This design comes from an exercise in tuning for small area and a short achievable clock period on the open sky130 flow, not from production work. The RTL was checked by simulation tests, not by an equivalence proof against the original design.

==> flow/design.v (outline; a module is shown in full before it is edited, if it fits) <==
// module bam_cos_rom: 267 lines
// module bam_kin_front: 23 lines
// module bam_isqrt34: 22 lines
// module bam_kin_mul: 965 lines
// module bam_plaw: 39 lines
// module bam_plaw_mul: 932 lines
// module bam_servo: 285 lines
module bam_servo (
    input  wire        clk,
    input  wire        rst,
    input  wire        cmd_valid,
    output wire        cmd_ready,
    input  wire [39:0] cmd_word,
    output reg         rsp_valid,
    output reg  [1:0]  rsp_status,
    output reg  [31:0] rsp_data,
    input  wire        tick_valid,
    input  wire [31:0] tick_now,
    input  wire        estop_req,
    input  wire [9:0]  enc_raw,
    output reg         enc_strobe,
    output wire [14:0] pwm_a,
    output wire [14:0] pwm_b,
    output wire        diag_irq
);
  // ...
==> flow/run.sh <==
#!/bin/bash
# synth_recipe.tcl (not shown) runs the flow's synth.tcl, then flattens the netlist and writes it again
# the make line also repeats each setting of config.mk as NAME=value (left out here)
make -C /OpenROAD-flow-scripts/flow DESIGN_CONFIG=/design/flow/config.mk WORK_HOME=/design/flow/orfs CLKGATE_MAP_FILE= SYNTH_SCRIPT=/design/flow/synth_recipe.tcl finish
==> flow/config.mk <==
export PLATFORM = sky130hd
export DESIGN_NAME = bam_servo
export DESIGN_NICKNAME = bam_servo
export VERILOG_FILES = /design/flow/design.v
export SDC_FILE = /design/flow/constraint.sdc
export NUM_CORES = 4
export LEC_CHECK = 0
export ABC_AREA = 1
export CAP_MARGIN = 20
export CORE_MARGIN = 2
export CORE_UTILIZATION = 40
export SLEW_MARGIN = 20
export SYNTH_MEMORY_MAX_BITS = 8192
==> flow/constraint.sdc <==
create_clock -name core_clock -period 110.0 [get_ports {clk}]
set_input_delay 22.0000 -clock core_clock [delete_from_list [all_inputs] [get_ports {clk}]]
set_output_delay 22.0000 -clock core_clock [all_outputs]
set_load 0.01 [all_outputs]
==> impl_results.md, run 1 <==
* Synth top cells by count: inv_1, nand2_1, xor2_1
* WHS at 0.460 ns
* DRT antenna net count at 0
* Seq/Total Area, Yosys at 12.6%
* FILL cells at 18,400
* FFs & Latches at 450
* Clk cell area share at 2.36%
* Layout cell share with drive strength beyond 1 at 5.23%
* Area grow syn2layout at 7.81%
* CP startpoint: enc_raw[1]
* Crit path max fanout at 24
* Core ar. at 178,000 sq um
* Slowest-stage cell, CP: o21ai_2
* Routed len/inst at 25.8 um
* Run status: complete, no violations
* Post-DR vias/cell at 5.92
* Tot GR Track Use at 33.9%
* Synth Warn # at 3
* Critical path's largest stage delay at 1.05 ns
* Initial antenna violation count at 19
* Met1 Resource Use GR at 43.9%
* Nets at 11,100
==> inputs of run 2 (changes only) <==
==> flow/flow/run.sh (new file) <==
#!/bin/bash
set -euo pipefail
W=$(pwd)
bash "$W/standard.sh" SETUP_SLACK_MARGIN=58 "${@:-finish}" > "$W/flow_make.log" 2>&1
==> flow/standard.sh (new file) <==
#!/bin/bash
# synth_recipe.tcl (not shown) runs the flow's synth.tcl, then flattens the netlist and writes it again
# the make line also repeats each setting of config.mk as NAME=value (left out here)
make -C /OpenROAD-flow-scripts/flow DESIGN_CONFIG=/design/flow/config.mk WORK_HOME=/design/flow/orfs CLKGATE_MAP_FILE= SYNTH_SCRIPT=/design/flow/synth_recipe.tcl "${@:-finish}"
removed: flow/run.sh
==> impl_results.md, run 2 <==
* CP required at 110.58 ns
* GPL Wtd Cong at 1.04
* Fin. max-slew vios at 0
* Starting DRT DRC Count at 9,223
* Synth area leaders: fa_1, dfxtp_1, xor2_1
* Cell type with the largest total area after synthesis: fa_1
* Skew-Pair Late Insertion Delay at 0.73 ns
* Clk_skew at 0.0847 ns
* Largest family of logic cells by synthesized area: adder cells
* Reg with most FFs: drv_gain
* Die Wd at 427 um
* Critical path's largest stage delay at 0.58 ns (-0.47 ns)
* Seq/Total Area, Yosys at 12.6% (unchanged)
* Seq cells post-synth at 450
* Top FF cell, synth: dfxtp_1
* Syn Inst Count at 10,000
* Rows at 155
* CP startpoint: enc_raw[6]
* Synth Warn # at 3 (unchanged)
* CP startpoint kind: primary input
* Tot GR Track Use at 36.5% (+2.6 points)
* Grt ovf at 0
* Starting Density at 40.2%
* Synth top cells by count: inv_1, nand2_1, xor2_1
* First-pass GRT wire length at 500,000 um
* Worst-path clk slew at 0.07 ns
* Setup TNS at 0 ns
* R2r setup slk at 67.45 ns
* Nets at 11,800 (+6.5%)
* Maxcap violations at 0
* Yosys top cell area share at 15.0%
* CTS root buffer: clkbuf_16
* RSZ-0062 raised after global routing: yes
* Mapped Nets at 11,200
* Most frequent cells in the layout: inv_1, nand2_1, xor2_1
* Largest net degree at the start of global routing at 94
* DRC violations left at 0
* Setup ws final at 46.67 ns
* Via count at 78,500
* I/O pins at 155
* CTS H-tree depth at 2
* Asr flop ratio synth at 0%
* Routed WL at 350,000 um
* Final Cycle Share at 57.6%
* DRT antenna net count at 0 (unchanged)
* Cell Area, Synth at 71,400 sq um
* FF-to-FF End: out_pwm_b[5]
* HP Class: reg2reg
* Adder-Cell Fraction of Synth Area at 25.3%
* Most frequent cell after synthesis: inv_1
* Setup CP Type: in2reg
* Run status: complete, no violations
* Die height at 427 um
* Crit path capture: out_pwm_b[5]
* Core ar. at 178,000 sq um (unchanged)
* Area grow syn2layout at 29.0%
* Dpl ws at 35.57 ns
* Launching point of the worst reg2reg path: cfg_offset[1]
* Fmax at 15.8 MHz
* Buf/Inv on CP at 45
* EDFF count, synth at 0
* TritonCTS buffer count at 56
* Critical path endpoint category: flip-flop
* Detailed Place HPWL at 239,000 um
* Minimum clock period at 63.33 ns
* Layout cell share with drive strength beyond 1 at 21.3% (+16 points)
* Initial antenna violation count at 20 (+1)
* Synth unique cells at 91
* Mux cell area share after synthesis at 0.0718%
* R2R depth at 288
* Num Clock Sinks at 450
* Critical Path Stages at 296
* 1st-pass router iterations at 8
* Vias in the first global route at 76,300
* CTS tree: yes
* Post-Synth Simple-Gate Area at 16.4%
* Die ar. at 182,000 sq um
* Max reg flops at 39
* Worst-margin pin slew at 1.33 ns
* Top delay family on crit path: simple AND/OR/NAND/NOR gates
* CP most frequent cell: nand2_2
* IO Port Bufs at 154
* Synth Area in XOR/XNOR at 13.0%
* Commonest non-fill, non-tap cell in the layout: inv_1
* Slew headroom at 10.2%
* Crit path DAT at 63.91 ns
* Routed len/inst at 27.0 um (+4.5%)
* Post-synthesis compound-gate area fraction at 21.0%
* Crit path max fanout at 8 (-67%)
* CTS Buffer Depth at 3
* Hold-fix buffers, CTS at 0
* Final Hold Fails at 0
* Syn Area/Cell at 7.14 sq um
* Final setup viols at 0
* Post-DR vias/cell at 6.04 (+2.1%)
* Slowest-stage cell, CP: fa_2
run 2: cell counts after synthesis:
No cell type changed its count.
run 2: logic make-up after synthesis:
kind of cell | after synthesis
compound gates | 2554
xor+xnor | 1050
fa+ha+maj | 1125
buf+inv | 2147
flops | 450
mux | 5
simple gates | 2672
run 2: routing by layer:
metal / up-vias / global-route usage [%] / part of all wire [%]
met4: 24 / 23.5 / 8.2
met2: 4917 / 56.4 / 43
met3: 1404 / 8.28 / 11
met5: - / 0 / 0.041
li1: 34300 / - / -
met1: 37900 / 45.8 / 38
run 2: worst min path at each step:
stage	endpoint	start	cells past startpoint	slack, ns
after floorplan	st_tick_count[31]	st_tick_count[31]	1	0.42
after global placement	drv_gain[6]	drv_gain[6]	2	0.44
after detailed placement	drv_gain[6]	drv_gain[6]	2	0.44
after CTS	drv_gain[6]	drv_gain[6]	2	0.45
after global routing	drv_gain[8]	drv_gain[8]	2	0.48
final	st_tick_count[31]	st_tick_count[31]	1	0.46
run 2: timing repair:
| action | in CTS | in global routing |
|---|---|---|
| resized for setup | 1083 | 511 |
| pin swaps | 446 | 431 |
| buffers inserted | 462 | 204 |
| setup endpoints to repair | 111 | 107 |
| cloned | 55 | 8 |
run 2: worst register-to-register path, delay by kind of cell, from the launching register on:
kind                     cells  cell delay [ns]
AO/OA/AOI/OAI               68            10.42
adder cells (fa/ha/maj)     31             9.81
multiplexers                 1             0.17
AND/OR/NAND/NOR            125            13.65
buffers and inverters       41             4.19
XOR/XNOR                    22             3.65
flip-flops                   1             0.56
run 2: area by class of cell:
cell class | count | area, sq um
antenna | 4 | 10.0
clock inverter | 27 | 459
timing repair buffer | 1009 | 10100
sequential | 450 | 9010
fill | 16800 | 85700
tap | 2355 | 2950
clock buffer | 79 | 1580
timing repair inverter | 2 | 15.0
multi-input combinational | 7430 | 61500
inverter | 1640 | 6470
run 2: per-stage QoR:
stage	hold WS (ns)	instance area (sq um)	cells	util (%)
6_report	0.460	92100	13000	51.8
5_1_grt	0.482	92100	13000	51.8
4_1_cts	0.450	87900	12800	49.4
3_5_place_dp	0.443	76200	12200	42.8
3_3_place_gp	0.436	76200	12200	42.8
2_1_floorplan	0.422	73000	10000	-
==> inputs of run 3 (changes only) <==
==> flow/flow/run.sh (replaced) <==
#!/bin/bash
set -euo pipefail
W=$(pwd)
MODS="bam_kin_mul bam_plaw_mul"
{
  echo "proc extract_fa {args} { yosys extract_fa {*}\$args $MODS }"
  echo 'proc dfflibmap {args} {'
  echo '  yosys setattr -mod -unset keep_hierarchy'
  echo '  yosys flatten'
  echo '  yosys opt -fast -purge'
  echo '  yosys dfflibmap {*}$args'
  echo '}'
  cat "$W/synth_recipe.tcl"
} > "$W/flow_synth.tcl"
bash "$W/standard.sh" "SYNTH_SCRIPT=$W/flow_synth.tcl" "SYNTH_KEEP_MODULES=$MODS" \
  SETUP_SLACK_MARGIN=58 "${@:-finish}" > "$W/flow_make.log" 2>&1
==> impl_results.md, run 3 <==
* Met3 Usage GRT at 8.90% (+0.62 points)
* RSZ-0062 raised after global routing: yes
* Area after DPL at 77,200 sq um (+1.4%)
* Syn Area/Cell at 6.68 sq um (-6.4%)
* Synth area leaders: fa_1, dfxtp_1, nand2_1
* I/O pins at 155 (unchanged)
* Initial antenna violation count at 5 (-75%)
* Core ar. at 185,000 sq um (+4.2%)
* CP most frequent cell: nand2_2
* Die Wd at 435 um (+2.1%)
* Fin. max-slew vios at 0 (unchanged)
* Yosys top cell area share at 13.6% (-1.4 points)
* DRT antenna net count at 0 (unchanged)
* 1st-pass router iterations at 8 (unchanged)
* Die height at 435 um (+2.1%)
* Final setup viols at 0 (unchanged)
* Setup ws final at 55.94 ns (+9.27 ns)
* Most frequent cells in the layout: nand2_1, inv_1, nor2_1
* FILL cells at 18,000 (+7.1%)
* Gr busiest metal: met2
* Clk_skew at 0.0530 ns (-0.0316 ns)
* Seq/Total Area, Yosys at 12.1% (-0.51 points)
* Multi-input gate area at 62,800 sq um (+2.0%)
* Synth unique cells at 109 (+20%)
* CTS H-tree depth at 2 (unchanged)
* Critical path's largest stage delay at 0.55 ns (-0.03 ns)
* Buf/Inv on CP at 38 (-16%)
* Tot GR Track Use at 36.5% (about the same)
* Die ar. at 190,000 sq um (+4.2%)
* First-pass GRT wire length at 527,000 um (+5.6%)
* CTS root buffer: clkbuf_16
* Placed insts at 13,400 (+10%)
* HP Class: reg2reg
* Cell type with the largest total area after synthesis: fa_1
* Dpl ws at 45.81 ns (+10.24 ns)
* Post-layout util at 51.0% (-0.84 points)
* Maxcap violations at 0 (unchanged)
* Minimum clock period at 54.06 ns (-9.27 ns)
* Largest net degree at the start of global routing at 132 (+40%)
* Most frequent cell after synthesis: nand2_1
* Critical path endpoint category: flip-flop
* Worst-path clk slew at 0.06 ns (about the same)
* Asr flop ratio synth at 0% (unchanged)
* Layout Cells excl Fill at 14,200 (+9.5%)
* Area grow syn2layout at 26.8%
* Via count at 84,000 (+6.9%)
* Sequential cell area at 9010 sq um (unchanged)
* Commonest non-fill, non-tap cell in the layout: nand2_1
* Crit path max fanout at 32 (+24)
* Met2 Use GR at 55.0% (-1.4 points)
* Starting Density at 40.2% (about the same)
* Starting DRT DRC Count at 10,100 (+10%)
* Met1 Resource Use GR at 48.5% (+2.7 points)
* CTS Buffer Depth at 3 (unchanged)
* Crit path DAT at 54.67 ns (-9.24 ns)
* WHS at 0.461 ns (+0.000265 ns)
* Vias in the first global route at 79,700 (+4.5%)
* Max reg flops at 39 (unchanged)
* Final Hold Fails at 0 (unchanged)
* CTS tree: yes
* Slowest-stage cell, CP: fa_1
* Slew headroom at 13.5% (+3.2 points)
* CP startpoint kind: primary input
* TritonCTS buffer count at 54 (-3.6%)
* Final Cycle Share at 49.1% (-8.4 points)
* Num Clock Sinks at 450 (unchanged)
* IO Port Bufs at 154 (unchanged)
* Routed WL at 367,000 um (+4.7%)
* DRC violations left at 0 (unchanged)
* Setup TNS at 0 ns (unchanged)
* Synth top cells by count: nand2_1, inv_1, nor2_1
* Syn Inst Count at 11,100 (+11%)
* Setup CP Type: in2reg
* Skew-Pair Late Insertion Delay at 0.70 ns (-0.03 ns)
* Reg with most FFs: drv_gain
* Layout cell share with drive strength beyond 1 at 24.6% (+3.3 points)
* Grt ovf at 0 (unchanged)
* Cell Area, Synth at 74,400 sq um (+4.2%)
* Post-DR vias/cell at 5.90 (-2.4%)
* GPL Wtd Cong at 1.03 (-1.1%)
* Run status: complete, no violations
* Seq cells post-synth at 450 (unchanged)
* Hold-fix buffers, CTS at 0 (unchanged)
* CP required at 110.61 ns (+0.03 ns)
* Nets at 12,500 (+5.6%)
* Worst-margin pin slew at 1.28 ns (-0.0481 ns)
* Routed len/inst at 25.8 um (-4.4%)
* Synth Warn # at 3 (unchanged)
* EDFF count, synth at 0 (unchanged)
* Fmax at 18.5 MHz (+17%)
* Top delay family on crit path: simple AND/OR/NAND/NOR gates
* Mapped Nets at 11,900 (+6.1%)
* Rows at 158 (+1.9%)
* Fin area at 94,400 sq um (+2.5%)
* Detailed Place HPWL at 253,000 um (+5.8%)
* Top FF cell, synth: dfxtp_1
[run 3: changes by cell type after synthesis, moves of 38 or more]
cell,previous run,this run
nand2_1,1451,1979
nor2_1,524,969
ha_1,590,167
nand2_2,68,353
xor2_1,946,710
inv_1,1551,1737
nand3_1,346,528
a21oi_1,754,609
nand3_2,19,124
o21ai_0,659,572
clkbuf_8,0,78
nand2_4,40,82
nor2_2,7,45
[run 3: layer usage]
metal	routed length, um	share of wire [%]
met5	11	0.0030
met4	23000	6.3
met3	42600	12
met2	155000	42
met1	146000	40
[run 3: path summary, 6_finish.rpt]
path,startpoint,end,slack (ns),cells past startpoint
worst min register to register,drv_d[10],drv_d[10],0.46,2
worst max register to register,kin_style,out_pwm_b[8],76.51,234
worst min-delay path,drv_d[10],drv_d[10],0.46,2
worst max-delay path,enc_raw[6],out_pwm_b[8],55.94,246
[run 3: what timing repair did]
item,4_1_cts,5_1_grt
resized for setup,1208,707
cloned,83,9
endpoints found under the setup margin,105,89
pin swaps,367,324
buffers inserted,492,135
[run 3: area by class of cell]
cell class                      count  area share (%)
Antenna cell                        3         0.00795
Clock buffer                       73            1.61
Clock inverter                     26           0.444
Inverter                         1842            7.73
Multi-Input combinational cell   8333            66.5
Sequential cell                   450            9.54
Tap cell                         2480            3.29
Timing Repair Buffer             1021            10.9
Timing Repair inverter              3          0.0239
[run 3: logic make-up after synthesis]
logic type	synth area share, %
AOI/OAI and AO/OA	19.4
buffers and inverters	14.3
muxes	0.0269
and+or+nand+nor	27.5
adders and majority gates	16.5
xor gates and xnor gates	10.2
DFF	12.1
[run 3: worst register-to-register path: cells and delay by family (launching register included)]
family	cells	cell delay, ns
AO/OA/AOI/OAI	28	4.18
XOR/XNOR	5	1.28
adder cells (fa/ha/maj)	10	4.43
buffers and inverters	36	5.35
flip-flops	1	0.94
AND/OR/NAND/NOR	155	17.17
==> inputs of run 4 (changes only) <==
--- a/flow/flow/run.sh
+++ b/flow/flow/run.sh
@@ -15,2 +15,2 @@
 bash "$W/standard.sh" "SYNTH_SCRIPT=$W/flow_synth.tcl" "SYNTH_KEEP_MODULES=$MODS" \
-  SETUP_SLACK_MARGIN=58 "${@:-finish}" > "$W/flow_make.log" 2>&1
+  SETUP_SLACK_MARGIN=51 "${@:-finish}" > "$W/flow_make.log" 2>&1
==> impl_results.md, run 4 <==
* First-pass GRT wire length at 486,000 um (-7.9%)
* Post-layout util at 44.5% (-6.4 points)
* Hold-fix buffers, CTS at 0 (unchanged)
* Top delay family on crit path: simple AND/OR/NAND/NOR gates
* Via count at 79,700 (-5.0%)
* Mapped Nets at 11,900 (unchanged)
* Seq cells post-synth at 450 (unchanged)
* IO Port Bufs at 154 (unchanged)
* Minimum clock period at 56.88 ns (+2.82 ns)
* Area grow syn2layout at 10.8%
* Most frequent cells in the layout: nand2_1, inv_1, nor2_1
* Run status: complete, no violations
* Worst-margin pin slew at 1.38 ns (+0.0937 ns)
* Synth Warn # at 3 (unchanged)
* Starting DRT DRC Count at 9,754 (-3.9%)
* Die ar. at 190,000 sq um (unchanged)
* Core ar. at 185,000 sq um (unchanged)
* Vias in the first global route at 73,900 (-7.3%)
* Final Hold Fails at 0 (unchanged)
* Nets at 11,900 (-4.5%)
* CTS H-tree depth at 2 (unchanged)
* Slew headroom at 7.57% (-5.9 points)
* Crit path max fanout at 34 (+6.3%)
* WHS at 0.454 ns (-0.00629 ns)
* Post-DR vias/cell at 5.83 (-1.2%)
* Routed WL at 338,000 um (-7.9%)
* DRC violations left at 0 (unchanged)
* Dpl ws at 45.95 ns (+0.139 ns)
* Syn Inst Count at 11,100 (unchanged)
* Setup CP Type: in2reg
* Setup TNS at 0 ns (unchanged)
* Synth unique cells at 109 (unchanged)
* Slowest-stage cell, CP: xor2_1
* CP startpoint kind: primary input
* Detailed Place HPWL at 251,000 um (-0.68%)
* TritonCTS buffer count at 54 (unchanged)
* Syn Area/Cell at 6.68 sq um (unchanged)
* Die height at 435 um (unchanged)
* Final setup viols at 0 (unchanged)
* Largest net degree at the start of global routing at 168 (+27%)
* Num Clock Sinks at 450 (unchanged)
* Asr flop ratio synth at 0% (unchanged)
* Tot GR Track Use at 33.4% (-3.1 points)
* Worst-path clk slew at 0.06 ns (about the same)
* Die Wd at 435 um (unchanged)
* Fmax at 17.6 MHz (-5.0%)
* Initial antenna violation count at 13 (+8)
* Rows at 158 (unchanged)
* Synth area leaders: fa_1, dfxtp_1, nand2_1
* Skew-Pair Late Insertion Delay at 0.67 ns (-0.03 ns)
* Crit path DAT at 57.39 ns (+2.72 ns)
* CTS Buffer Depth at 3 (unchanged)
* Yosys top cell area share at 13.6% (unchanged)
* Routed len/inst at 24.7 um (-4.1%)
* DRT antenna net count at 0 (unchanged)
* GPL Wtd Cong at 1.00 (-2.2%)
* CP most frequent cell: nand2_1
* Reg with most FFs: drv_gain
* Cell Area, Synth at 74,400 sq um (unchanged)
* Starting Density at 40.2% (unchanged)
* Seq/Total Area, Yosys at 12.1% (unchanged)
* RSZ-0062 raised after global routing: no
* Layout cell share with drive strength beyond 1 at 13.2% (-11 points)
* Setup ws final at 53.12 ns (-2.82 ns)
* CTS root buffer: clkbuf_16
* Synth top cells by count: nand2_1, inv_1, nor2_1
* Buf/Inv on CP at 31 (-18%)
* Grt ovf at 0 (unchanged)
* Maxcap violations at 0 (unchanged)
* Commonest non-fill, non-tap cell in the layout: nand2_1
* Cell type with the largest total area after synthesis: fa_1
* Clk_skew at 0.0364 ns (-0.0166 ns)
* 1st-pass router iterations at 12 (+4)
* Max reg flops at 39 (unchanged)
* I/O pins at 155 (unchanged)
* Critical path's largest stage delay at 0.55 ns (about the same)
* HP Class: reg2reg
* Final Cycle Share at 51.7% (+2.6 points)
* Most frequent cell after synthesis: nand2_1
* EDFF count, synth at 0 (unchanged)
* CTS tree: yes
* Critical path endpoint category: flip-flop
* CP required at 110.51 ns (-0.10 ns)
* Fin. max-slew vios at 0 (unchanged)
* Top FF cell, synth: dfxtp_1
[run 4: area by class of cell]
class,instances,area (sq um)
fillers,19300,103000
multi-input cells,8304,56300
flip-flops and latches,450,9010
inverters,1842,7180
repair buffers,497,4920
well taps,2480,3100
clock buffers,74,1590
clock inverters,26,375
diodes,1,2.50
[run 4: what timing repair did]
action                                  in CTS  in global routing
pin swaps                                   12                 52
setup buffers                               36                 92
gates cloned                                 6                 30
endpoints found under the setup margin      81                 69
resized for setup                          102                277
[run 4: logic make-up after synthesis]
logic type / synth area share [%]
adders and majority gates: 16.5
muxes: 0.0269
and+or+nand+nor: 27.5
DFF: 12.1
buffers and inverters: 14.3
AOI/OAI and AO/OA: 19.4
xor gates and xnor gates: 10.2
[run 4: stage by stage]
stage                     instance area [sq um]  std cells
after floorplan                           74400      11100
after global placement                    77200      13400
after detailed placement                  77200      13400
after CTS                                 80000      13600
after global routing                      82500      13700
final                                     82500      13700
[run 4: worst paths after layout]
path / startpoint / endpoint / slack, ns / cells after the start
max reg2reg: cfg_offset[1] / out_pwm_a[14] / 74.42 / 254
min: drv_d[4] / drv_d[4] / 0.45 / 2
min reg2reg: drv_d[4] / drv_d[4] / 0.45 / 2
max: enc_raw[2] / out_pwm_a[14] / 53.12 / 255
[run 4: metal layers]
| layer | wire [um] | part of all wire [%] | global-route usage [%] |
|---|---|---|---|
| met4 | 19300 | 5.7 | 14.4 |
| met3 | 36700 | 11 | 6.45 |
| met5 | 53 | 0.016 | 0 |
| met2 | 143000 | 42 | 51.2 |
| met1 | 139000 | 41 | 45.6 |
[run 4: worst reg2reg max path: cells and delay by family (launching register included)]
family,cells,cell delay [ns]
simple gates,180,20.44
flops,1,0.48
buf+inv,30,3.76
xor+xnor,7,1.72
compound gates,26,4.00
fa+ha+maj,11,5.02
==> inputs of run 5 (changes only) <==
--- a/flow/flow/run.sh
+++ b/flow/flow/run.sh
@@ -1,2 +1,8 @@
 #!/bin/bash
+# Layout flow: the standard layout (standard.sh) with one change to synthesis.
+# Full and half adders are extracted only inside the two multiplier modules
+# (bam_kin_mul, bam_plaw_mul), which are kept as separate modules until then;
+# the design is flattened just before flip-flop mapping, so ABC maps the square
+# root and the rest of the logic as one network. Registers, their names and
+# cell types are those of the standard synthesis.
 set -euo pipefail
@@ -14,3 +20,2 @@
 } > "$W/flow_synth.tcl"
-bash "$W/standard.sh" "SYNTH_SCRIPT=$W/flow_synth.tcl" "SYNTH_KEEP_MODULES=$MODS" \
-  SETUP_SLACK_MARGIN=51 "${@:-finish}" > "$W/flow_make.log" 2>&1
+bash "$W/standard.sh" "SYNTH_SCRIPT=$W/flow_synth.tcl" "SYNTH_KEEP_MODULES=$MODS" "${@:-finish}" > "$W/flow_make.log" 2>&1
--- a/flow/config.mk
+++ b/flow/config.mk
@@ -11,2 +11,3 @@
 export CORE_UTILIZATION = 40
+export PLACE_DENSITY = 0.8
 export SLEW_MARGIN = 20
==> impl_results.md, run 5 <==
* Final Hold Fails at 0 (unchanged)
* Seq/Total Area, Yosys at 12.1% (unchanged)
* 1st-pass router iterations at 9 (-3)
* Skew-Pair Late Insertion Delay at 0.70 ns (+0.03 ns)
* Syn Area/Cell at 6.68 sq um (unchanged)
* GPL Wtd Cong at 1.06 (+5.1%)
* EDFF count, synth at 0 (unchanged)
* Hold EP: drv_d[4]
* Crit path DAT at 64.75 ns (+7.36 ns)
* Synth unique cells at 109 (unchanged)
* Syn Inst Count at 11,100 (unchanged)
* Fmax at 15.6 MHz (-11%)
* Seq cells post-synth at 450 (unchanged)
* FILL cells at 19,100 (-1.1%)
* IO Port Bufs at 154 (unchanged)
* Synth Area in XOR/XNOR at 10.2% (unchanged)
* Yosys top cell area share at 13.6% (unchanged)
* Die height at 435 um (unchanged)
* Final setup viols at 0 (unchanged)
* Die ar. at 190,000 sq um (unchanged)
* Setup ws final at 45.84 ns (-7.28 ns)
* CP required at 110.59 ns (+0.08 ns)
* R2R depth at 231 (-9.1%)
* Reg with most FFs: drv_gain
* CTS root buffer: clkbuf_16
* Hold-fix buffers, CTS at 0 (unchanged)
* Core ar. at 185,000 sq um (unchanged)
* Vias in the first global route at 72,800 (-1.5%)
* Max reg flops at 39 (unchanged)
* Initial antenna violation count at 9 (-4)
* Slowest-stage cell, CP: clkinv_1
* CTS tree: yes
* Buf/Inv on CP at 25 (-19%)
* Starting DRT DRC Count at 11,200 (+15%)
* Synth top cells by count: nand2_1, inv_1, nor2_1
* HP Class: reg2reg
* Run status: complete, no violations
* Critical path endpoint category: flip-flop
* Num Clock Sinks at 450 (unchanged)
* Post-synthesis compound-gate area fraction at 19.4% (unchanged)
* Most frequent cells in the layout: nand2_1, inv_1, nor2_1
* Post-CTS setup buffers at 0 (-100%)
* First-pass GRT wire length at 444,000 um (-8.7%)
* Cell type with the largest total area after synthesis: fa_1
* Top delay family on crit path: simple AND/OR/NAND/NOR gates
* Placed insts at 13,400 (-0.16%)
* Clk_skew at 0.0536 ns (+0.0172 ns)
* Starting Density at 40.2% (unchanged)
* Crit path max fanout at 42 (+24%)
* Routed len/inst at 21.9 um (-12%)
* Minimum clock period at 64.16 ns (+7.28 ns)
* Dpl ws at 46.30 ns (+0.353 ns)
* Fin. max-slew vios at 0 (unchanged)
* I/O pins at 155 (unchanged)
* Final Cycle Share at 58.3% (+6.6 points)
* Tot GR Track Use at 29.8% (-3.6 points)
* TritonCTS buffer count at 53 (-1.9%)
* CTS H-tree depth at 2 (unchanged)
* Layout cell share with drive strength beyond 1 at 10.5% (-2.7 points)
* Area after DPL at 77,000 sq um (-0.25%)
* CP most frequent cell: nand2_1
* Grt ovf at 0 (unchanged)
* Synth area leaders: fa_1, dfxtp_1, nand2_1
* Area grow syn2layout at 6.06%
* Mux cell area share after synthesis at 0.0269% (unchanged)
* FF-to-FF End: out_pwm_a[2]
* Most frequent cell after synthesis: nand2_1
* Post-CTS sizing at 0 (-100%)
* Worst-path clk slew at 0.06 ns (about the same)
* DRC violations left at 0 (unchanged)
* Asr flop ratio synth at 0% (unchanged)
* Largest net degree at the start of global routing at 89 (-47%)
* Synth Warn # at 3 (unchanged)
* Worst-margin pin slew at 1.17 ns (-0.210 ns)
* DRT antenna net count at 0 (unchanged)
* Launching point of the worst reg2reg path: cfg_anchor[2]
* R2r setup slk at 67.37 ns (-7.05 ns)
* Adder-Cell Fraction of Synth Area at 16.5% (unchanged)
* Die Wd at 435 um (unchanged)
* Cell Area, Synth at 74,400 sq um (unchanged)
* Rows at 158 (unchanged)
* Setup TNS at 0 ns (unchanged)
* Setup CP Type: in2reg
* Detailed Place HPWL at 221,000 um (-12%)
* Commonest non-fill, non-tap cell in the layout: nand2_1
* Hold path cells at 2 (unchanged)
* Mapped Nets at 11,900 (unchanged)
* Routed WL at 295,000 um (-13%)
* Slew headroom at 21.3% (+14 points)
* Critical Path Stages at 231 (-9.4%)
* Largest family of logic cells by synthesized area: simple AND/OR/NAND/NOR gates
* RSZ-0062 raised after global routing: no
* Layout Cells excl Fill at 13,500 (-1.3%)
* Post-DR vias/cell at 5.82 (-0.28%)
* Critical path's largest stage delay at 0.91 ns (+0.36 ns)
* Via count at 78,500 (-1.6%)
* CP startpoint kind: primary input
* Top FF cell, synth: dfxtp_1
* Nets at 11,700 (-1.6%)
* Hold Startpoint: drv_d[4]
* Post-Synth Simple-Gate Area at 27.5% (unchanged)
* Maxcap violations at 0 (unchanged)
* CTS Buffer Depth at 3 (unchanged)
* Fin area at 79,000 sq um (-4.2%)
## run 5: cell counts after synthesis
No cell type changed its count.
## run 5: area by class of cell
type                            count  area (sq um)  area share (%)
Antenna cell                        6          15.0          0.0190
Inverter                         1842          7080            8.97
Clock inverter                     31           365           0.463
Multi-Input combinational cell   8281         55000            69.6
Clock buffer                       69          1490            1.88
Tap cell                         2480          3100            3.93
Timing Repair Buffer              335          2930            3.71
Sequential cell                   450          9010            11.4
## run 5: worst register-to-register path, delay by kind of cell, from the launching register on
| family | cells | cell delay (ns) |
|---|---|---|
| and+or+nand+nor | 158 | 23.05 |
| adders and majority gates | 9 | 4.14 |
| DFF | 1 | 0.53 |
| AOI/OAI and AO/OA | 36 | 6.36 |
| buffers and inverters | 22 | 6.36 |
| xor gates and xnor gates | 6 | 2.08 |
## run 5: kinds of logic (layout without fill, tap and decap cells)
group                    count (synthesis)  count (layout)
AND/OR/NAND/NOR                       4359            4359
buffers and inverters                 2409            2277
AO/OA/AOI/OAI                         2393            2393
XOR/XNOR                               848             848
adder cells (fa/ha/maj)                679             679
flip-flops                             450             450
multiplexers                             2               2
other                                    0               6
## run 5: worst max path at each step
| stage | start | endpoint | slack, ns |
|---|---|---|---|
| 3_5_place_dp | enc_raw[8] | out_pwm_a[4] | 46.30 |
| 5_1_grt | enc_raw[7] | out_pwm_b[8] | 42.47 |
| 6_report | enc_raw[8] | out_pwm_a[2] | 45.84 |
| 4_1_cts | enc_raw[8] | out_pwm_b[3] | 46.90 |
| 3_3_place_gp | enc_raw[8] | out_pwm_a[4] | 47.08 |
| 2_1_floorplan | enc_raw[8] | out_pwm_a[11] | 56.98 |
## run 5: through the flow
| step | util, % | hold slack [ns] |
|---|---|---|
| 2_1_floorplan | - | 0.430 |
| 3_3_place_gp | 41.6 | 0.445 |
| 3_5_place_dp | 41.6 | 0.455 |
| 4_1_cts | 42.6 | 0.465 |
| 5_1_grt | 42.6 | 0.482 |
| 6_report | 42.6 | 0.465 |
## run 5: metal layers
| metal | share of wire, % | vias up | track usage (%) |
|---|---|---|---|
| li1 | - | 35800 | - |
| met1 | 38 | 36300 | 38.3 |
| met2 | 42 | 5191 | 44.9 |
| met3 | 13 | 1181 | 7.64 |
| met4 | 7.5 | 16 | 17.8 |
| met5 | 0.036 | - | 0 |
==> inputs of run 6 (changes only) <==
--- a/flow/config.mk
+++ b/flow/config.mk
@@ -11,3 +11,2 @@
 export CORE_UTILIZATION = 40
-export PLACE_DENSITY = 0.8
 export SLEW_MARGIN = 20
==> impl_results.md, run 6 <==
* Run status: complete, no violations
* CTS Buffer Depth at 3 (unchanged)
* Synth unique cells at 109 (unchanged)
* Synth Warn # at 3 (unchanged)
* Asr flop ratio synth at 0% (unchanged)
* Cell Area, Synth at 74,400 sq um (unchanged)
* CP required at 110.57 ns (-0.02 ns)
* Commonest non-fill, non-tap cell in the layout: nand2_1
* Rows at 158 (unchanged)
* GPL Wtd Cong at 1.00 (-4.9%)
* Final setup viols at 0 (unchanged)
* R2r setup slk at 67.18 ns (-0.19 ns)
* Die Wd at 435 um (unchanged)
* Area after DPL at 77,200 sq um (+0.25%)
* Grt ovf at 0 (unchanged)
* Vias in the first global route at 73,700 (+1.2%)
* Layout cell share with drive strength beyond 1 at 10.7% (+0.18 points)
* Most frequent cell after synthesis: nand2_1
* Met3 Wirelength at 33,900 um (-13%)
* Minimum clock period at 64.29 ns (+0.133 ns)
* Crit path max fanout at 47 (+12%)
* Worst-margin pin slew at 1.28 ns (+0.110 ns)
* FF-to-FF End: out_pwm_a[4]
* Clk_skew at 0.0407 ns (-0.0129 ns)
* Buf/Inv on CP at 30 (+20%)
* Largest net degree at the start of global routing at 168 (+89%)
* Slew headroom at 14.2% (-7.1 points)
* Cell type with the largest total area after synthesis: fa_1
* Reg with most FFs: drv_gain
* Critical path's largest stage delay at 0.70 ns (-0.21 ns)
* Worst-path clk slew at 0.06 ns (about the same)
* DR WL met2 at 141,000 um (+15%)
* Final Hold Fails at 0 (unchanged)
* Hold path cells at 2 (unchanged)
* I/O pins at 155 (unchanged)
* Tot GR Track Use at 33.3% (+3.5 points)
* Top delay family on crit path: simple AND/OR/NAND/NOR gates
* First-pass GRT wire length at 484,000 um (+9.0%)
* Hold Startpoint: drv_d[4]
* Via count at 78,500 (-0.0038%)
* Core ar. at 185,000 sq um (unchanged)
* Top FF cell, synth: dfxtp_1
* Mapped Nets at 11,900 (unchanged)
* Synth area leaders: fa_1, dfxtp_1, nand2_1
* Hold EP: drv_d[4]
* Starting DRT DRC Count at 9,123 (-18%)
* Hold-fix buffers, CTS at 0 (unchanged)
* IO Port Bufs at 154 (unchanged)
* CP most frequent cell: nand2_1
* Met1 Wirelength at 137,000 um (+24%)
* Post-DR vias/cell at 5.81 (-0.13%)
* Uppermost layer routed: met5
* Max reg flops at 39 (unchanged)
* Critical path endpoint category: flip-flop
* Routed len/inst at 24.4 um (+11%)
* CP startpoint kind: primary input
* Die height at 435 um (unchanged)
* Synth top cells by count: nand2_1, inv_1, nor2_1
* Slowest-stage cell, CP: nand2_2
* Final Cycle Share at 58.4% (+0.12 points)
* DRT antenna net count at 0 (unchanged)
* Setup CP Type: in2reg
* CTS H-tree depth at 2 (unchanged)
* Num Clock Sinks at 450 (unchanged)
* Crit path DAT at 64.86 ns (+0.11 ns)
* Detailed Place HPWL at 251,000 um (+14%)
* Seq/Total Area, Yosys at 12.1% (unchanged)
* Fin area at 79,200 sq um (+0.34%)
* Die ar. at 190,000 sq um (unchanged)
* CTS tree: yes
* Skew-Pair Late Insertion Delay at 0.67 ns (-0.03 ns)
* Fmax at 15.6 MHz (-0.21%)
* Setup TNS at 0 ns (unchanged)
* CTS root buffer: clkbuf_16
* Area grow syn2layout at 6.42%
* Post-CTS setup buffers at 0 (unchanged)
* Most frequent cells in the layout: nand2_1, inv_1, nor2_1
* DRC violations left at 0 (unchanged)
* EDFF count, synth at 0 (unchanged)
* Post-CTS sizing at 0 (unchanged)
* Starting Density at 40.2% (unchanged)
* RSZ-0062 raised after global routing: no
* Syn Inst Count at 11,100 (unchanged)
* R2R depth at 237 (+2.6%)
* Routed WL at 329,000 um (+12%)
* Yosys top cell area share at 13.6% (unchanged)
* Fin. max-slew vios at 0 (unchanged)
* Maxcap violations at 0 (unchanged)
* TritonCTS buffer count at 54 (+1.9%)
* Seq cells post-synth at 450 (unchanged)
* Nets at 11,700 (+0.19%)
* 1st-pass router iterations at 9 (unchanged)
* Launching point of the worst reg2reg path: cfg_offset[1]
* Syn Area/Cell at 6.68 sq um (unchanged)
* HP Class: reg2reg
* Initial antenna violation count at 16 (+7)
## run 6: routing by layer
layer	up-vias	track usage [%]
li1	35800	-
met1	37500	45.4
met2	4364	51.0
met3	812	6.30
met4	12	14.5
met5	-	0
## run 6: worst max path at each step
stage	from	endpoint	slack, ns	depth (start not counted)
after CTS	enc_raw[8]	out_pwm_a[4]	46.48	242
after floorplan	enc_raw[8]	out_pwm_a[11]	56.98	255
after detailed placement	enc_raw[8]	out_pwm_a[4]	45.95	242
final	enc_raw[6]	out_pwm_a[4]	45.71	238
after global placement	enc_raw[8]	out_pwm_a[4]	46.76	243
after global routing	enc_raw[3]	out_pwm_b[4]	42.24	244
## run 6: worst min-delay path, stage by stage (launching register included)
cell and delay, ns:
dfxtp_1 0.29, inv_1 0.06, a21oi_1 0.06
## run 6: cell families (layout without fill, tap and decap cells)
kind of cell / Yosys count / count (layout) / share of synthesized area [%]
flip-flops: 450 / 450 / 12.1
AO/OA/AOI/OAI: 2393 / 2393 / 19.4
buffers and inverters: 2409 / 2298 / 14.3
multiplexers: 2 / 2 / 0.0269
XOR/XNOR: 848 / 848 / 10.2
other: 0 / 2 / 0
AND/OR/NAND/NOR: 4359 / 4359 / 27.5
adder cells (fa/ha/maj): 679 / 679 / 16.5
## run 6: final cells by class
cell class	count	area, sq um
Antenna cell	2	5.00
Clock buffer	74	1590
Clock inverter	26	375
Fill cell	19500	106000
Inverter	1842	7080
Multi-Input combinational cell	8281	55000
Sequential cell	450	9010
Tap cell	2480	3100
Timing Repair Buffer	356	3080
## run 6: through the flow
step | util (%) | setup slack, ns | instances | hold slack, ns
after floorplan | - | 56.98 | 11100 | 0.430
after global placement | 41.7 | 46.76 | 13400 | 0.445
after detailed placement | 41.7 | 45.95 | 13400 | 0.451
after CTS | 42.8 | 46.48 | 13500 | 0.458
after global routing | 42.8 | 42.24 | 13500 | 0.477
final | 42.8 | 45.71 | 13500 | 0.454
==> module bam_isqrt34, before the edit <==
module bam_isqrt34 (
    input  wire [33:0] d,
    output wire [16:0] q
);
    wire [19:0] rem [0:17];
    wire [16:0] qv  [0:17];
    assign rem[0] = 20'd0;
    assign qv[0]  = 17'd0;
    genvar m;
    generate
        for (m = 0; m < 17; m = m + 1) begin : st
            localparam integer W = m + 3;
            wire          pos = (m == 0) ? 1'b1 : ~rem[m][m+1];
            wire [W-1:0]  a   = {rem[m][m:0], d[33-2*m -: 2]};
            wire [W-1:0]  t   = {1'b0, qv[m][(m>0?m-1:0):0] & {(m>0?m:1){(m>0)}}, ~pos, 1'b1};
            wire [W-1:0]  r   = a + (t ^ {W{pos}}) + {{(W-1){1'b0}}, pos};
            assign rem[m+1] = {{(20-W){r[W-1]}}, r};
            assign qv[m+1]  = {qv[m][15:0], ~r[W-1]};
        end
    endgenerate
    assign q = qv[17];
endmodule
==> inputs of run 7 (changes only) <==
--- a/flow/design.v
+++ b/flow/design.v
@@ -294,19 +294,36 @@
 );
-    wire [19:0] rem [0:17];
-    wire [16:0] qv  [0:17];
-    assign rem[0] = 20'd0;
-    assign qv[0]  = 17'd0;
-    genvar m;
+    wire        q16 = d[33] | d[32];
+    wire [1:0]  r0  = d[33:32] - {1'b0, q16};
+    wire [20:0] rr  [0:8];
+    wire [16:0] qq  [0:8];
+    wire [18:0] q3v [0:8];
+    assign rr[0]  = {19'd0, r0};
+    assign qq[0]  = {16'd0, q16};
+    assign q3v[0] = {17'd0, q16, q16};      
+    genvar s;
     generate
-        for (m = 0; m < 17; m = m + 1) begin : st
-            localparam integer W = m + 3;
-            wire          pos = (m == 0) ? 1'b1 : ~rem[m][m+1];
-            wire [W-1:0]  a   = {rem[m][m:0], d[33-2*m -: 2]};
-            wire [W-1:0]  t   = {1'b0, qv[m][(m>0?m-1:0):0] & {(m>0?m:1){(m>0)}}, ~pos, 1'b1};
-            wire [W-1:0]  r   = a + (t ^ {W{pos}}) + {{(W-1){1'b0}}, pos};
-            assign rem[m+1] = {{(20-W){r[W-1]}}, r};
-            assign qv[m+1]  = {qv[m][15:0], ~r[W-1]};
+        for (s = 0; s < 8; s = s + 1) begin : st
+            localparam integer M  = 1 + 2 * s;      
+            localparam integer WX = M + 5;          
+            wire [M:0]    r   = rr[s][M:0];         
+            wire [M-1:0]  qv  = qq[s][M-1:0];
+            wire [M+1:0]  q3  = q3v[s][M+1:0];      
+            wire [M+2:0]  q3p1 = {1'b0, q3} + 1'b1;
+            wire [M+2:0]  q3p2 = {1'b0, q3} + 2'd2;
+            wire [WX-1:0] x   = {r, d[31-4*s -: 4]};
+            wire [WX:0]   d1  = {1'b0, x} - {{(WX+1-M-3){1'b0}}, qv, 3'b001};
+            wire [WX:0]   d2  = {1'b0, x} - {{(WX+1-M-4){1'b0}}, qv, 4'b0100};
+            wire [WX:0]   d3  = {1'b0, x} - {{(WX+1-M-6){1'b0}}, q3p1, 3'b001};
+            wire          g3  = ~d3[WX];
+            wire          g2  = ~d2[WX];
+            wire          g1  = ~d1[WX];
+            wire [1:0]    dig = g3 ? 2'd3 : g2 ? 2'd2 : g1 ? 2'd1 : 2'd0;
+            wire [M+2:0]  rn  = g3 ? d3[M+2:0] : g2 ? d2[M+2:0] : g1 ? d1[M+2:0] : x[M+2:0];
+            wire [M+3:0]  q3n = g3 ? {q3p2, 2'b01} : g2 ? {q3p1, 2'b10} : g1 ? {1'b0, q3, 2'b11} : {1'b0, q3, 2'b00};
+            assign rr[s+1]  = {{(20-M-2){1'b0}}, rn};
+            assign qq[s+1]  = {qq[s][14:0], dig};
+            assign q3v[s+1] = q3n[M+3:0];
         end
     endgenerate
-    assign q = qv[17];
+    assign q = qq[8];
 endmodule
==> flow/run.sh (new file) <==
#!/bin/bash
# synth_recipe.tcl (not shown) runs the flow's synth.tcl, then flattens the netlist and writes it again
# the make line also repeats each setting of config.mk as NAME=value (left out here)
make -C /OpenROAD-flow-scripts/flow DESIGN_CONFIG=/design/flow/config.mk WORK_HOME=/design/flow/orfs CLKGATE_MAP_FILE= SYNTH_SCRIPT=/design/flow/synth_recipe.tcl finish
removed: flow/flow/run.sh
removed: flow/standard.sh
==> impl_results.md, run 7 <==
* Syn Area/Cell at 6.83 sq um (+2.2%)
* Post-Synth Simple-Gate Area at 20.3% (-7.2 points)
* Area grow syn2layout at 7.80%
* Synth Warn # at 3 (unchanged)
* DRC violations left at 0 (unchanged)
* IO Port Bufs at 154 (unchanged)
* HP Class: reg2reg
* Placed insts at 13,700 (+2.2%)
* Num Clock Sinks at 450 (unchanged)
* Hold Startpoint: drv_gain[6]
* CTS H-tree depth at 2 (unchanged)
* Setup CP Type: in2reg
* Mapped Nets at 12,600 (+6.3%)
* Met3 Usage GRT at 5.95% (-0.35 points)
* Routed len/inst at 25.7 um (+5.7%)
* Post-DR vias/cell at 6.00 (+3.3%)
* Fin. max-slew vios at 0 (unchanged)
* Maxcap violations at 0 (unchanged)
* Synth Area in XOR/XNOR at 10.9% (+0.71 points)
* Starting DRT DRC Count at 9,161 (+0.42%)
* Die Wd at 445 um (+2.1%)
* Top FF cell, synth: dfxtp_1
* I/O pins at 155 (unchanged)
* GPL Wtd Cong at 1.09 (+8.7%)
* Commonest non-fill, non-tap cell in the layout: nand2_1
* EDFF count, synth at 0 (unchanged)
* Launching point of the worst reg2reg path: cfg_anchor[1]
* Die height at 445 um (+2.1%)
* RSZ-0062 raised after global routing: no
* Most frequent cells in the layout: nand2_1, inv_1, a21oi_1
* Setup TNS at 0 ns (unchanged)
* Adder-Cell Fraction of Synth Area at 24.4% (+7.9 points)
* Final Cycle Share at 64.7% (+6.2 points)
* Vias in the first global route at 79,500 (+7.9%)
* WHS at 0.452 ns (-0.00225 ns)
* Reg with most FFs: drv_gain
* Asr flop ratio synth at 0% (unchanged)
* TritonCTS buffer count at 58 (+7.4%)
* CP startpoint kind: primary input
* Synth top cells by count: nand2_1, inv_1, a21oi_1
* Core ar. at 193,000 sq um (+4.1%)
* Via count at 83,000 (+5.7%)
* Met2 Use GR at 54.3% (+3.3 points)
* Crit path DAT at 71.75 ns (+6.89 ns)
* Layout cell share with drive strength beyond 1 at 5.65% (-5.1 points)
* Final Hold Fails at 0 (unchanged)
* R2r setup slk at 60.19 ns (-6.99 ns)
* Slowest-stage cell, CP: inv_1
* Rows at 161 (+1.9%)
* Hold-fix buffers, CTS at 0 (unchanged)
* Routed WL at 356,000 um (+8.1%)
* Synth area leaders: fa_1, dfxtp_1, ha_1
* CTS Buffer Depth at 3 (unchanged)
* Gr busiest metal: met2
* Tot GR Track Use at 34.6% (+1.3 points)
* Buf/Inv on CP at 46 (+53%)
* Cell Area, Synth at 77,600 sq um (+4.3%)
* Max reg flops at 39 (unchanged)
* Hold EP: drv_gain[6]
* Post-CTS setup buffers at 0 (unchanged)
* Mux cell area share after synthesis at 0.0129% (-0.014 points)
* Cell type with the largest total area after synthesis: fa_1
* DRT antenna net count at 0 (unchanged)
* Seq/Total Area, Yosys at 11.6% (-0.50 points)
* Detailed Place HPWL at 277,000 um (+10%)
* Synth unique cells at 87 (-20%)
* Critical Path Stages at 240 (+0.84%)
* FF-to-FF End: out_pwm_a[2]
* Run status: complete, no violations
* Final setup viols at 0 (unchanged)
* Starting Density at 40.3% (+0.086 points)
* Seq cells post-synth at 450 (unchanged)
* Crit path max fanout at 45 (-4.3%)
* Yosys top cell area share at 13.8% (+0.19 points)
* Critical path's largest stage delay at 0.70 ns (about the same)
* Post-CTS sizing at 0 (unchanged)
* Most frequent cell after synthesis: nand2_1
* Syn Inst Count at 11,400 (+2.0%)
* CTS tree: yes
* Grt ovf at 0 (unchanged)
* Nets at 12,500 (+6.6%)
* Critical path endpoint category: flip-flop
* Worst-margin pin slew at 1.23 ns (-0.0468 ns)
* Die ar. at 198,000 sq um (+4.3%)
* Largest net degree at the start of global routing at 129 (-23%)
* 1st-pass router iterations at 6 (-3)
* Minimum clock period at 71.14 ns (+6.85 ns)
* Clk_skew at 0.0669 ns (+0.0262 ns)
* Slew headroom at 17.3% (+3.1 points)
* Met1 Resource Use GR at 45.3% (-0.085 points)
* Fmax at 14.1 MHz (-9.6%)
* Initial antenna violation count at 11 (-5)
* Skew-Pair Late Insertion Delay at 0.70 ns (+0.03 ns)
* CP required at 110.61 ns (+0.04 ns)
* R2R depth at 239 (+0.84%)
* CP most frequent cell: nand2_1
* CTS root buffer: clkbuf_16
* Worst-path clk slew at 0.06 ns (about the same)
* Post-synthesis compound-gate area fraction at 21.1% (+1.7 points)
* Top delay family on crit path: simple AND/OR/NAND/NOR gates
* First-pass GRT wire length at 521,000 um (+7.6%)
* Largest family of logic cells by synthesized area: adder cells
* Layout Cells excl Fill at 13,800 (+2.3%)
* Hold path cells at 2 (unchanged)
## run 7: cell count changes after synthesis, moves of 59 or more
cell,delta
nand3_1,-59
o21ai_0,+96
nand2_4,-60
nor2_1,-299
clkbuf_8,-78
nand3_2,-97
xor2_1,+147
ha_1,+492
nand2_2,-271
a21oi_1,+295
## run 7: metal layers
layer	vias to the layer above	share of wire [%]
li1	37500	-
met5	-	0.013
met3	1021	9.8
met1	39700	40
met2	4765	44
met4	8	6.5
## run 7: worst max-delay path by stage
stage | from | to | slack (ns)
6_report | enc_raw[1] | out_pwm_a[2] | 38.86
5_1_grt | enc_raw[1] | out_pwm_a[2] | 35.63
4_1_cts | enc_raw[1] | out_pwm_a[2] | 40.07
3_5_place_dp | enc_raw[1] | out_pwm_a[2] | 39.55
3_3_place_gp | enc_raw[1] | out_pwm_b[0] | 39.43
2_1_floorplan | enc_raw[3] | out_pwm_a[10] | 51.39
## run 7: stage by stage
stage	instance area, sq um	setup WS, ns	util, %
floorplan	77600	51.39	-
global placement	81600	39.43	42.3
detailed placement	81600	39.55	42.3
CTS	83600	40.07	43.4
global route	83700	35.63	43.4
finish	83700	38.86	43.4
## run 7: worst min-delay path, delay by kind of cell, from the launching register on
kind                   cells  cell delay [ns]
buffers and inverters      1             0.05
flip-flops                 1             0.30
AO/OA/AOI/OAI              1             0.05
## run 7: final cells by class
type,count,area [sq um]
diodes,4,10.0
clock buffers,78,1660
clock inverters,31,389
fillers,20200,109000
inverters,1790,6730
multi-input cells,8596,59700
flip-flops and latches,450,9010
well taps,2526,3160
repair buffers,349,3020
## run 7: cell families (layout without fill, tap and decap cells)
group	count (synthesis)	after routing
other	0	4
adder cells (fa/ha/maj)	1194	1194
AND/OR/NAND/NOR	3640	3640
multiplexers	1	1
flip-flops	450	450
XOR/XNOR	968	968
AO/OA/AOI/OAI	2793	2793
buffers and inverters	2319	2248
==> inputs of run 8 (changes only) <==
==> flow/flow/run.sh (new file) <==
#!/bin/bash
set -euo pipefail
W=$(pwd)
bash "$W/standard.sh" SETUP_SLACK_MARGIN=58 "${@:-finish}" > "$W/flow_make.log" 2>&1
==> flow/standard.sh (new file) <==
#!/bin/bash
# synth_recipe.tcl (not shown) runs the flow's synth.tcl, then flattens the netlist and writes it again
# the make line also repeats each setting of config.mk as NAME=value (left out here)
make -C /OpenROAD-flow-scripts/flow DESIGN_CONFIG=/design/flow/config.mk WORK_HOME=/design/flow/orfs CLKGATE_MAP_FILE= SYNTH_SCRIPT=/design/flow/synth_recipe.tcl "${@:-finish}"
removed: flow/run.sh
==> impl_results.md, run 8 <==
* Yosys top cell area share at 13.8% (unchanged)
* Cell type with the largest total area after synthesis: fa_1
* Starting DRT DRC Count at 10,300 (+13%)
* IO Port Bufs at 154 (unchanged)
* CTS Buffer Depth at 3 (unchanged)
* CP startpoint kind: primary input
* CTS H-tree depth at 2 (unchanged)
* Rows at 161 (unchanged)
* Synth top cells by count: nand2_1, inv_1, a21oi_1
* Vias in the first global route at 85,300 (+7.2%)
* Post-Synth Simple-Gate Area at 20.3% (unchanged)
* Die ar. at 198,000 sq um (unchanged)
* Clk_skew at 0.0803 ns (+0.0133 ns)
* Die height at 445 um (unchanged)
* CP required at 110.55 ns (-0.06 ns)
* Slowest-stage cell, CP: fa_2
* Most frequent cells in the layout: nand2_1, inv_1, xor2_1
* Starting Density at 40.3% (unchanged)
* Fin. max-slew vios at 0 (unchanged)
* Run status: complete, no violations
* DRT antenna net count at 0 (unchanged)
* 1st-pass router iterations at 6 (unchanged)
* RSZ-0062 raised after global routing: yes
* Largest net degree at the start of global routing at 99 (-23%)
* GPL Wtd Cong at 1.04 (-4.4%)
* Initial antenna violation count at 11 (unchanged)
* Dpl ws at 41.96 ns (+2.41 ns)
* Largest family of logic cells by synthesized area: adder cells
* Placed insts at 13,700 (-0.088%)
* DRC violations left at 0 (unchanged)
* Layout Cells excl Fill at 14,600 (+5.5%)
* Final Hold Fails at 0 (unchanged)
* Post-synthesis compound-gate area fraction at 21.1% (unchanged)
* Skew-Pair Late Insertion Delay at 0.72 ns (+0.02 ns)
* Most frequent cell after synthesis: nand2_1
* Reg with most FFs: drv_gain
* Adder-Cell Fraction of Synth Area at 24.4% (unchanged)
* FILL cells at 18,500 (-8.2%)
* CTS tree: yes
* Top FF cell, synth: dfxtp_1
* Cell Area, Synth at 77,600 sq um (unchanged)
* Tot GR Track Use at 37.5% (+2.9 points)
* Synth area leaders: fa_1, dfxtp_1, ha_1
* Synth unique cells at 87 (unchanged)
* Worst-path clk slew at 0.06 ns (about the same)
* Final setup viols at 0 (unchanged)
* Seq cells post-synth at 450 (unchanged)
* Asr flop ratio synth at 0% (unchanged)
* Post-DR vias/cell at 6.03 (+0.48%)
* Crit path DAT at 57.82 ns (-13.93 ns)
* Hold-fix buffers, CTS at 0 (unchanged)
* Final Cycle Share at 52.1% (-13 points)
* Core ar. at 193,000 sq um (unchanged)
* Max reg flops at 39 (unchanged)
* I/O pins at 155 (unchanged)
* Critical path's largest stage delay at 0.60 ns (-0.10 ns)
* Detailed Place HPWL at 280,000 um (+1.1%)
* Seq/Total Area, Yosys at 11.6% (unchanged)
* Area grow syn2layout at 28.0%
* Slew headroom at 21.3% (+4.0 points)
* Grt ovf at 0 (unchanged)
* Fmax at 17.5 MHz (+24%)
* Setup CP Type: in2reg
* Mux cell area share after synthesis at 0.0129% (unchanged)
* Num Clock Sinks at 450 (unchanged)
* Routed len/inst at 26.7 um (+3.9%)
* Synth Warn # at 3 (unchanged)
* Critical path endpoint category: flip-flop
* HP Class: reg2reg
* CTS root buffer: clkbuf_16
* TritonCTS buffer count at 57 (-1.7%)
* Mapped Nets at 12,600 (unchanged)
* Die Wd at 445 um (unchanged)
* Syn Area/Cell at 6.83 sq um (unchanged)
* First-pass GRT wire length at 562,000 um (+8.0%)
* Routed WL at 390,000 um (+9.6%)
* Worst-margin pin slew at 1.17 ns (-0.0632 ns)
* Crit path max fanout at 13 (-71%)
* Commonest non-fill, non-tap cell in the layout: nand2_1
* Synth Area in XOR/XNOR at 10.9% (unchanged)
* Syn Inst Count at 11,400 (unchanged)
* Nets at 13,300 (+6.1%)
* EDFF count, synth at 0 (unchanged)
* Setup TNS at 0 ns (unchanged)
* Setup ws final at 52.73 ns (+13.87 ns)
* Via count at 87,900 (+6.0%)
* Minimum clock period at 57.27 ns (-13.87 ns)
* Layout cell share with drive strength beyond 1 at 20.7% (+15 points)
* Post-layout util at 51.5% (+8.1 points)
* Maxcap violations at 0 (unchanged)
run 8: repair_timing:
action,CTS,global route
pin swaps,513,350
resized for setup,1200,552
buffers inserted,502,215
setup endpoints to repair,109,101
cloned,53,4
run 8: critical path: cells and delay by family:
kind	cells	cell delay, ns
compound gates	56	9.11
simple gates	88	10.76
buf+inv	50	4.90
fa+ha+maj	28	9.05
xor+xnor	9	1.80
run 8: final timing paths:
check / from / endpoint / slack (ns) / depth (start not counted)
hold / removal: drv_gain[6] / drv_gain[6] / 0.46 / 2
setup / recovery: enc_raw[1] / out_pwm_a[0] / 52.73 / 231
hold reg to reg: drv_gain[6] / drv_gain[6] / 0.46 / 2
setup reg to reg: cfg_anchor[1] / out_pwm_a[0] / 73.38 / 230
run 8: cell type report:
type	count	area, sq um	share of cell area [%]
multi-input cells	8616	67300	67.7
repair buffers	1085	10800	10.9
flip-flops and latches	450	9010	9.07
inverters	1790	7090	7.14
well taps	2526	3160	3.18
clock buffers	70	1590	1.60
clock inverters	38	395	0.398
repair inverters	4	33.8	0.0340
diodes	3	7.51	0.00756
run 8: metrics by stage:
step | hold WS, ns | instance area (sq um)
after global routing | 0.481 | 99400
after global placement | 0.435 | 82700
after floorplan | 0.425 | 79000
after CTS | 0.453 | 95000
after detailed placement | 0.443 | 82700
final | 0.458 | 99400
run 8: logic make-up after synthesis:
kind of cell               after synthesis
AOI/OAI and AO/OA                     2793
xor gates and xnor gates               968
adders and majority gates             1194
buffers and inverters                 2319
DFF                                    450
muxes                                    1
and+or+nand+nor                       3640
run 8: per-layer routing:
metal,wire length (um),vias to the layer above,part of all wire (%),global-route usage [%]
li1,-,39000,-,-
met1,151000,42100,39,47.5
met2,170000,5373,44,58.7
met3,39000,1457,10,7.35
met4,29900,16,7.7,23.3
met5,106,-,0.027,0
==> inputs of run 9 (changes only) <==
==> flow/flow/run.sh (replaced) <==
#!/bin/bash
set -euo pipefail
W=$(pwd)
bash "$W/standard.sh" SETUP_SLACK_MARGIN=51 "${@:-finish}" > "$W/flow_make.log" 2>&1
==> impl_results.md, run 9 <==
* Area grow syn2layout at 22.1%
* Fin. max-slew vios at 0 (unchanged)
* Largest net degree at the start of global routing at 129 (+30%)
* R2R depth at 252 (+9.6%)
* CP most frequent cell: buf_4
* CTS H-tree depth at 2 (unchanged)
* Tot GR Track Use at 35.5% (-2.0 points)
* Via count at 87,000 (-1.1%)
* Setup TNS at 0 ns (unchanged)
* CTS tree: yes
* Detailed Place HPWL at 277,000 um (-1.1%)
* Asr flop ratio synth at 0% (unchanged)
* Initial antenna violation count at 10 (-1)
* Most frequent cells in the layout: nand2_1, inv_1, a21oi_1
* Launching point of the worst reg2reg path: cfg_anchor[7]
* Hold path cells at 2 (unchanged)
* Synth Warn # at 3 (unchanged)
* Routed WL at 377,000 um (-3.2%)
* Critical path endpoint category: flip-flop
* Largest family of logic cells by synthesized area: adder cells
* CP required at 110.54 ns (about the same)
* R2r setup slk at 72.37 ns (-1.01 ns)
* Die Wd at 445 um (unchanged)
* Worst-margin pin slew at 1.19 ns (+0.0207 ns)
* Mapped Nets at 12,600 (unchanged)
* Fmax at 17.1 MHz (-1.8%)
* Worst-path clk slew at 0.06 ns (about the same)
* Commonest non-fill, non-tap cell in the layout: nand2_1
* Routed len/inst at 26.2 um (-1.8%)
* Final Cycle Share at 53.0% (+0.98 points)
* Cell Area, Synth at 77,600 sq um (unchanged)
* Synth area leaders: fa_1, dfxtp_1, ha_1
* Layout cell share with drive strength beyond 1 at 16.6% (-4.1 points)
* Run status: complete, no violations
* Hold Startpoint: drv_gain[6]
* Grt ovf at 0 (unchanged)
* Core ar. at 193,000 sq um (unchanged)
* Minimum clock period at 58.35 ns (+1.08 ns)
* Num Clock Sinks at 450 (unchanged)
* Mux cell area share after synthesis at 0.0129% (unchanged)
* CP startpoint kind: primary input
* Seq/Total Area, Yosys at 11.6% (unchanged)
* Critical path's largest stage delay at 0.54 ns (-0.06 ns)
* DRC violations left at 0 (unchanged)
* Synth Area in XOR/XNOR at 10.9% (unchanged)
* Post-synthesis compound-gate area fraction at 21.1% (unchanged)
* First-pass GRT wire length at 534,000 um (-5.0%)
* DRT antenna net count at 0 (unchanged)
* Slew headroom at 20.4% (-0.93 points)
* CTS Buffer Depth at 3 (unchanged)
* Post-Synth Simple-Gate Area at 20.3% (unchanged)
* Syn Area/Cell at 6.83 sq um (unchanged)
* CP startpoint: enc_raw[6]
* Nets at 13,100 (-1.5%)
* Starting DRT DRC Count at 9,863 (-4.4%)
* Maxcap violations at 0 (unchanged)
* TritonCTS buffer count at 58 (+1.8%)
* Final Hold Fails at 0 (unchanged)
* Crit path DAT at 58.89 ns (+1.07 ns)
* Seq cells post-synth at 450 (unchanged)
* Rows at 161 (unchanged)
* HP Class: reg2reg
* Crit path max fanout at 13 (unchanged)
* GPL Wtd Cong at 1.09 (+4.6%)
* CTS root buffer: clkbuf_16
* Die height at 445 um (unchanged)
* IO Port Bufs at 154 (unchanged)
* Hold EP: drv_gain[6]
* 1st-pass router iterations at 8 (+2)
* Yosys top cell area share at 13.8% (unchanged)
* FF-to-FF End: out_pwm_b[8]
* Vias in the first global route at 81,900 (-4.0%)
* I/O pins at 155 (unchanged)
* Slowest-stage cell, CP: fa_2
* Reg with most FFs: drv_gain
* EDFF count, synth at 0 (unchanged)
* Post-DR vias/cell at 6.05 (+0.29%)
* Synth top cells by count: nand2_1, inv_1, a21oi_1
* Most frequent cell after synthesis: nand2_1
* Synth unique cells at 87 (unchanged)
* Final setup viols at 0 (unchanged)
* Top FF cell, synth: dfxtp_1
* RSZ-0062 raised after global routing: yes
* Syn Inst Count at 11,400 (unchanged)
* Clk_skew at 0.0622 ns (-0.0181 ns)
* Starting Density at 40.3% (unchanged)
* Setup CP Type: in2reg
* Cell type with the largest total area after synthesis: fa_1
* Adder-Cell Fraction of Synth Area at 24.4% (unchanged)
* WHS at 0.452 ns (-0.00554 ns)
* Skew-Pair Late Insertion Delay at 0.70 ns (-0.02 ns)
* Max reg flops at 39 (unchanged)
* Die ar. at 198,000 sq um (unchanged)
==> run 9: cell counts after synthesis <==
Identical to the previous run, type by type.
==> run 9: per-stage QoR <==
step                      setup WS, ns  util (%)  area [sq um]  cells
after detailed placement         39.55      42.3         81600  13700
after global placement           39.43      42.3         81600  13700
after floorplan                  51.39         -         77600  11400
after CTS                        51.00      45.7         88100  14100
after global routing             49.95      49.2         94800  14400
final                            51.65      49.2         94800  14400
==> run 9: kinds of logic (layout without fill, tap and decap cells) <==
kind of cell / Yosys count / count (layout)
flip-flops: 450 / 450
AND/OR/NAND/NOR: 3640 / 3653
buffers and inverters: 2319 / 2794
adder cells (fa/ha/maj): 1194 / 1194
other: 0 / 2
XOR/XNOR: 968 / 968
AO/OA/AOI/OAI: 2793 / 2793
multiplexers: 1 / 1
==> run 9: layer usage <==
| layer | up-vias | part of all wire [%] | GRT usage [%] |
|---|---|---|---|
| li1 | 38600 | - | - |
| met4 | 10 | 7.3 | 19.5 |
| met1 | 41500 | 39 | 45.8 |
| met2 | 5422 | 44 | 56.0 |
| met5 | - | 0.018 | 0 |
| met3 | 1338 | 10 | 6.63 |
==> run 9: cell type report <==
cell class | count | area (sq um)
Inverter | 1790 | 7040
Clock inverter | 31 | 389
Antenna cell | 2 | 5.00
Multi-Input combinational cell | 8609 | 64900
Timing Repair inverter | 2 | 16.3
Tap cell | 2526 | 3160
Fill cell | 19100 | 98000
Timing Repair Buffer | 893 | 8600
Sequential cell | 450 | 9010
Clock buffer | 78 | 1660
==> run 9: worst max-delay path, delay by kind of cell <==
kind,cells,cell delay (ns)
buf+inv,74,8.02
fa+ha+maj,24,8.12
compound gates,47,7.10
xor+xnor,10,1.83
simple gates,98,11.68
==> run 9: repair_timing <==
action	CTS	global route
hold buffers	0	0
gates cloned	22	23
pin swaps	137	432
buffers inserted	211	304
setup endpoints to repair	101	81
gates resized for setup	519	896
==> run 9: how the worst max path moves through the flow <==
stage                     to  slack [ns]  depth (start not counted)
2_1_floorplan  out_pwm_a[10]       51.39                        232
3_3_place_gp    out_pwm_b[0]       39.43                        240
3_5_place_dp    out_pwm_a[2]       39.55                        233
4_1_cts         out_pwm_b[8]       51.00                        252
5_1_grt         out_pwm_a[2]       49.95                        245
6_report        out_pwm_b[8]       51.65                        253

[re-timing with driven ports]
No port has a modelled driver above. Below, the same layouts with a new extraction and two added sets of constraints.
Step 1: set_driving_cell puts a clkbuf_16 on clk and a buf_2 on each other input, an assumption about the parent block.
Step 2 moves the port delays by t, midway between the first and last clock arrival at a register: inputs arrive t later, outputs are due t later. That takes back most of the time a late clock gives input paths.
Three values: ideal ports, drivers, drivers and shift; two values: the first two.
run | t (ns) | setup slack, ns | worst setup path at the end | worst data-port slew with drivers (ns) | pins driven straight from the clock port
run 1 | 0.754 | 31.347 / 31.399 / 30.644 | input to register | 0.06 | 1
run 2 | 0.767 | 46.669 / 46.711 / 45.944 | input to register | 0.07 | 1
run 3 | 0.752 | 55.940 / 55.941 / 55.189 | input to register | 0.23 | 1
run 4 | 0.734 | 53.119 / 53.149 / 52.415 | input to register | 0.12 | 1
run 5 | 0.741 | 45.843 / 45.893 / 45.152 | input to register | 0.13 | 1
run 6 | 0.732 | 45.710 / 45.751 / 45.019 | input to register | 0.12 | 1
run 7 | 0.740 | 38.859 / 38.914 / 38.174 | input to register | 0.07 | 1
run 8 | 0.755 | 52.730 / 52.750 / 51.995 | input to register | 0.07 | 1
run 9 | 0.745 | 51.655 / 51.707 / 50.962 | input to register | 0.07 | 1
After both steps every run listed still meets setup and hold. For run 3, which loses most, drivers alone change the setup slack by +0.001 ns; drivers and shift together by -0.751 ns.
